Context: an optimization exercise on an open-source flow, tuned for small area. The choices shown serve that exercise and are no tape-out recipe. Function was checked by simulation only, so behaviour that the tests miss may differ from the original. Power is estimated from default activity; no workload was simulated.

== exp/indigo ==
// freqres4
module freqres4 (
    input  wire        clk,
    input  wire        rst,
    input  wire [2:0]  cmd_op,
    input  wire [1:0]  cmd_ch,
    input  wire [7:0]  cmd_arg0,
    input  wire [7:0]  cmd_arg1,
    input  wire [1:0]  cmd_flags,
    output reg         out_valid,
    output reg  [1:0]  out_ch,
    output wire [10:0] out_freq
);
    localparam OP_NOTE   = 3'd1;
    localparam OP_EFFECT = 3'd2;
    localparam OP_USEINS = 3'd3;
    localparam OP_STEP   = 3'd4;
    localparam MODE_NONE  = 2'd0;
    localparam MODE_UP    = 2'd1;   
    localparam MODE_DOWN  = 2'd2;   
    localparam MODE_PORTA = 2'd3;   
    wire is_note = (cmd_op == OP_NOTE);
    wire is_eff  = (cmd_op == OP_EFFECT);
    wire is_ins  = (cmd_op == OP_USEINS);
    wire is_step = (cmd_op == OP_STEP);
    wire e08   = is_eff && (cmd_arg1 == 8'h08);
    wire e_sl  = is_eff && (cmd_arg1 == 8'h09 || cmd_arg1 == 8'h0A || cmd_arg1 == 8'h0B);
    wire e0C   = is_eff && (cmd_arg1 == 8'h0C);
    wire e0D   = is_eff && (cmd_arg1 == 8'h0D);
    wire e0E   = is_eff && (cmd_arg1 == 8'h0E);
    wire [11:0] we;
    wire [6:0]  b_note;
    wire [10:0] b_cur;
    wire [1:0]  b_mode;
    wire [7:0]  b_speed, b_tune;
    wire [3:0]  b_ax, b_ay;
    wire [1:0]  b_aph;
    wire [3:0]  b_vsp, b_vex;
    wire [7:0]  b_vdl, b_vcnt;
    wire [3:0]  b_vtm;
    wire [1:0]  b_vph;
    wire [11:0] b_ip;
    wire [6:0]  q_note [0:3];
    wire [10:0] q_cur  [0:3];
    wire [1:0]  q_mode [0:3];
    wire [7:0]  q_speed[0:3];
    wire [7:0]  q_tune [0:3];
    wire [3:0]  q_ax   [0:3];
    wire [3:0]  q_ay   [0:3];
    wire [1:0]  q_aph  [0:3];
  ...
Size: about 1,500 cells after synthesis, ~310 flip-flops, ~39 I/O pins, about 16,000 um^2 of cells after synthesis.
==> flow/config.mk <==
export PLATFORM = sky130hd
export DESIGN_NAME = freqres4
export DESIGN_NICKNAME = freqres4
export VERILOG_FILES = /design/flow/design.v
export SDC_FILE = /design/flow/constraint.sdc
export NUM_CORES = 4
export LEC_CHECK = 0
export ABC_AREA = 1
export CAP_MARGIN = 20
export CORE_MARGIN = 2
export CORE_UTILIZATION = 60
export SLEW_MARGIN = 20
==> flow/constraint.sdc <==
create_clock -name core_clock -period 15.0 [get_ports {clk}]
set_input_delay 3.0000 -clock core_clock [delete_from_list [all_inputs] [get_ports {clk}]]
set_output_delay 3.0000 -clock core_clock [all_outputs]
set_load 0.01 [all_outputs]
standard.sh (not shown) runs the stock make flow with config.mk's settings and CLKGATE_MAP_FILE= SYNTH_SCRIPT=/design/flow/synth_recipe.tcl, a recipe that flattens the netlist after the stock synthesis.
==> flow/flow/run.sh <==
#!/bin/bash
# The standard layout (standard.sh), with three changes:
#  - synthesis runs flow/area_synth.tcl: the standard synthesis script, but
#    ABC maps the logic for area (flow/abc_area.script) and only full adders
#    are extracted as adder cells. Flip-flops are mapped before both steps, so
#    the registers are the standard synthesis's.
#  - clock tree: no dummy loads, clkbuf_8 buffers, at most 18 sinks per
#    cluster.
#  - ports are buffered with buf_2 cells.
# Each ORFS step writes its log under orfs/logs/; make's output is layout.log.
set -euo pipefail
W=$PWD
export CTS_ARGS="-sink_clustering_enable -repair_clock_nets -dont_use_dummy_load -buf_list sky130_fd_sc_hd__clkbuf_8 -sink_clustering_size 18 -sink_clustering_max_diameter 80"
export BUFFER_PORTS_ARGS="-buffer_cell sky130_fd_sc_hd__buf_2"
sed "s#SYNTH_SCRIPT=[^ ]*#SYNTH_SCRIPT=$W/flow/area_synth.tcl#" standard.sh > area_standard.sh
grep -q "SYNTH_SCRIPT=$W/flow/area_synth.tcl" area_standard.sh
bash area_standard.sh > layout.log 2>&1
==> flow/flow/abc_area.script <==
strash; dc2; dch -f; amap; topo; stime -c; buffer -c; upsize -c; dnsize -c
==> flow/flow/area_synth.tcl <==
# The standard synthesis (synth_recipe.tcl in the work folder), except that
# ABC maps the combinational logic with an area-oriented script and only full
# adders are extracted as adder cells. Flip-flops are
# mapped before ABC runs, so the registers are the standard synthesis's.
set area_flow_dir [file dirname [file normalize [info script]]]
set ::area_abc_script [file join $area_flow_dir abc_area.script]
proc abc {args} {
  set i [lsearch -exact $args -script]
  if { $i >= 0 } {
    lset args [expr { $i + 1 }] $::area_abc_script
  }
  yosys abc {*}$args
}
proc extract_fa {args} {
  yosys extract_fa -fa {*}$args
}
source [file join [file dirname $area_flow_dir] synth_recipe.tcl]
### exp/indigo -> exp/nickel
--- a/flow/design.v
+++ b/flow/design.v
@@ -614,17 +614,17 @@
     assign b_vtm   = {4{!rst && is_step && !vwrap}} & vtm_inc;
     assign b_vph   = {2{!rst && is_step}} & (r_vph + 2'd1);
     assign b_ip    = {12{!rst && is_step}} & ip_new;
     reg [13:0] ro_s, ro_c;
     always @(posedge clk) begin
         out_valid <= !rst && is_step;
         out_ch    <= cmd_ch;
-        ro_s      <= chs[3] ? {6'd0, noise_b} : rs_s;
-        ro_c      <= {14{!chs[3]}} & rs_c;
+        ro_s      <= ~(chs[3] ? {6'd0, noise_b} : rs_s);   
+        ro_c      <= ~({14{!chs[3]}} & rs_c);
     end
     wire [3:0] ochs = {out_ch == 2'd3, out_ch == 2'd2, out_ch == 2'd1, out_ch == 2'd0};
     wire [10:0] o_cur = rd3(ochs, q_cur[0], q_cur[1], q_cur[2]);
     wire [13:0] f_sum;
-    fr_osum u_osum (.r(ro_s), .q(ro_c), .a(o_cur), .s(f_sum));
+    fr_osum u_osum (.r(~ro_s), .q(~ro_c), .a(o_cur), .s(f_sum));
     assign out_freq = f_sum[13] ? 11'd0 :
                       (f_sum[12] || f_sum[11]) ? 11'd2047 : f_sum[10:0];
 endmodule
==> run notes <==
- Against exp/indigo, exp/nickel reports a total length of routed wires that is higher.
- Summary of exp/nickel over exp/indigo: worst slack at placement has decreased; post-detailed-route wirelength per cell climbed about 3.6%.
- Diff exp/indigo -> exp/nickel: achievable clock frequency moved down, initial core utilization went down by 0.25 points, total clock network power level, critical-path maximum fanout has increased.
- From exp/indigo to exp/nickel the numbers moved as follows: final core utilization went down; total sequential power did not really move.
- Proportion of total power due to net switching for exp/nickel: 0.19 points up relative to exp/indigo
- exp/nickel ended up with sky130_fd_sc_hd__nor2_4 as its critical-path cell with the highest stage delay; exp/indigo ended up with sky130_fd_sc_hd__o32ai_1.
- Die: exp/nickel smaller than exp/indigo

========
freqres4 again, from the RTL that the note above started with.
==> flow/config.mk <==
export PLATFORM = sky130hd
export DESIGN_NAME = freqres4
export DESIGN_NICKNAME = freqres4
export VERILOG_FILES = /design/flow/design.v
export SDC_FILE = /design/flow/constraint.sdc
export NUM_CORES = 4
export LEC_CHECK = 0
export ABC_AREA = 1
export CAP_MARGIN = 20
export CORE_MARGIN = 2
export CORE_UTILIZATION = 60
export SLEW_MARGIN = 20
==> flow/constraint.sdc <==
create_clock -name core_clock -period 15.0 [get_ports {clk}]
set_input_delay 3.0000 -clock core_clock [delete_from_list [all_inputs] [get_ports {clk}]]
set_output_delay 3.0000 -clock core_clock [all_outputs]
set_load 0.01 [all_outputs]
==> flow/flow/run.sh <==
#!/bin/bash
# The standard layout (standard.sh), with the synthesis script replaced by
# flow/area_synth.tcl (the same synthesis, but ABC maps for area) and CTS
# without dummy loads.
set -euo pipefail
W=$PWD
export CTS_ARGS="-sink_clustering_enable -repair_clock_nets -dont_use_dummy_load -buf_list sky130_fd_sc_hd__clkbuf_8 -sink_clustering_size 18 -sink_clustering_max_diameter 80"
export BUFFER_PORTS_ARGS="-buffer_cell sky130_fd_sc_hd__buf_2"
sed "s#SYNTH_SCRIPT=[^ ]*#SYNTH_SCRIPT=$W/flow/area_synth.tcl#" standard.sh > area_standard.sh
grep -q "SYNTH_SCRIPT=$W/flow/area_synth.tcl" area_standard.sh
bash area_standard.sh > layout.log 2>&1
Scripts as last shown in full above: flow/flow/abc_area.script, flow/flow/area_synth.tcl
The first run ran to the end with no violations.
Next try:
--- a/flow/design.v
+++ b/flow/design.v
@@ -613,18 +613,18 @@
     assign b_vcnt  = {8{!rst}} & (is_note ? r_vdl : vcnt_dec);
     assign b_vtm   = {4{!rst && is_step && !vwrap}} & vtm_inc;
     assign b_vph   = {2{!rst && is_step}} & (r_vph + 2'd1);
     assign b_ip    = {12{!rst && is_step}} & ip_new;
     reg [13:0] ro_s, ro_c;
     always @(posedge clk) begin
         out_valid <= !rst && is_step;
         out_ch    <= cmd_ch;
-        ro_s      <= chs[3] ? {6'd0, noise_b} : rs_s;
-        ro_c      <= {14{!chs[3]}} & rs_c;
+        ro_s      <= ~(chs[3] ? {6'd0, noise_b} : rs_s);   
+        ro_c      <= ~({14{!chs[3]}} & rs_c);
     end
     wire [3:0] ochs = {out_ch == 2'd3, out_ch == 2'd2, out_ch == 2'd1, out_ch == 2'd0};
     wire [10:0] o_cur = rd3(ochs, q_cur[0], q_cur[1], q_cur[2]);
     wire [13:0] f_sum;
-    fr_osum u_osum (.r(ro_s), .q(ro_c), .a(o_cur), .s(f_sum));
+    fr_osum u_osum (.r(~ro_s), .q(~ro_c), .a(o_cur), .s(f_sum));
     assign out_freq = f_sum[13] ? 11'd0 :
                       (f_sum[12] || f_sum[11]) ? 11'd2047 : f_sum[10:0];
 endmodule
Outcome: Final area decreases by 0.56%; combinational power is about the same; die area decreases by 0.68%; non-clock buffer count increases by 4; cell count decreases by 2.2%; count of clock-buffer cells in the layout stays the same; setup slack degrades by 0.26 ns; global-route usage increases by 0.58 points; wire length increases by 1.4%; total power increases by 0.73%; worst hold slack degrades by 0.0033 ns; clock power is about the same.

==> afterwards: timing with drivers on the ports <==
The results above use ideal ports. As a check the final layouts listed here were re-extracted and re-timed, cells and wires unchanged. Step 1 sets driving cells, clkbuf_16 on the clock port and buf_2 on the other inputs (assumed; they add their load-dependent delay and slew). Step 2 adds t to the input delays and takes it off the output delays; t is the mean of the earliest and latest rising clock arrival at the registers after step 1. Input paths then give back, and output paths get back, about the clock's delay inside the block. a / b / c = ideal / step 1 / step 2; a / b = the first two.
run | t, ns | slack for setup (ns) | worst setup path after step 2 | latest minus earliest clock arrival (ns)
exp/indigo | 0.561 | 1.540 / 1.562 / 1.000 | input to register | 0.101 / 0.101
exp/nickel | 0.591 | 1.282 / 1.302 / 0.710 | input to register | 0.046 / 0.045
the first run of note 2 | 0.561 | 1.540 / 1.562 / 1.000 | input to register | 0.101 / 0.101
the second run of note 2 | 0.591 | 1.282 / 1.302 / 0.710 | input to register | 0.046 / 0.045
After both steps every run listed still meets setup and hold.
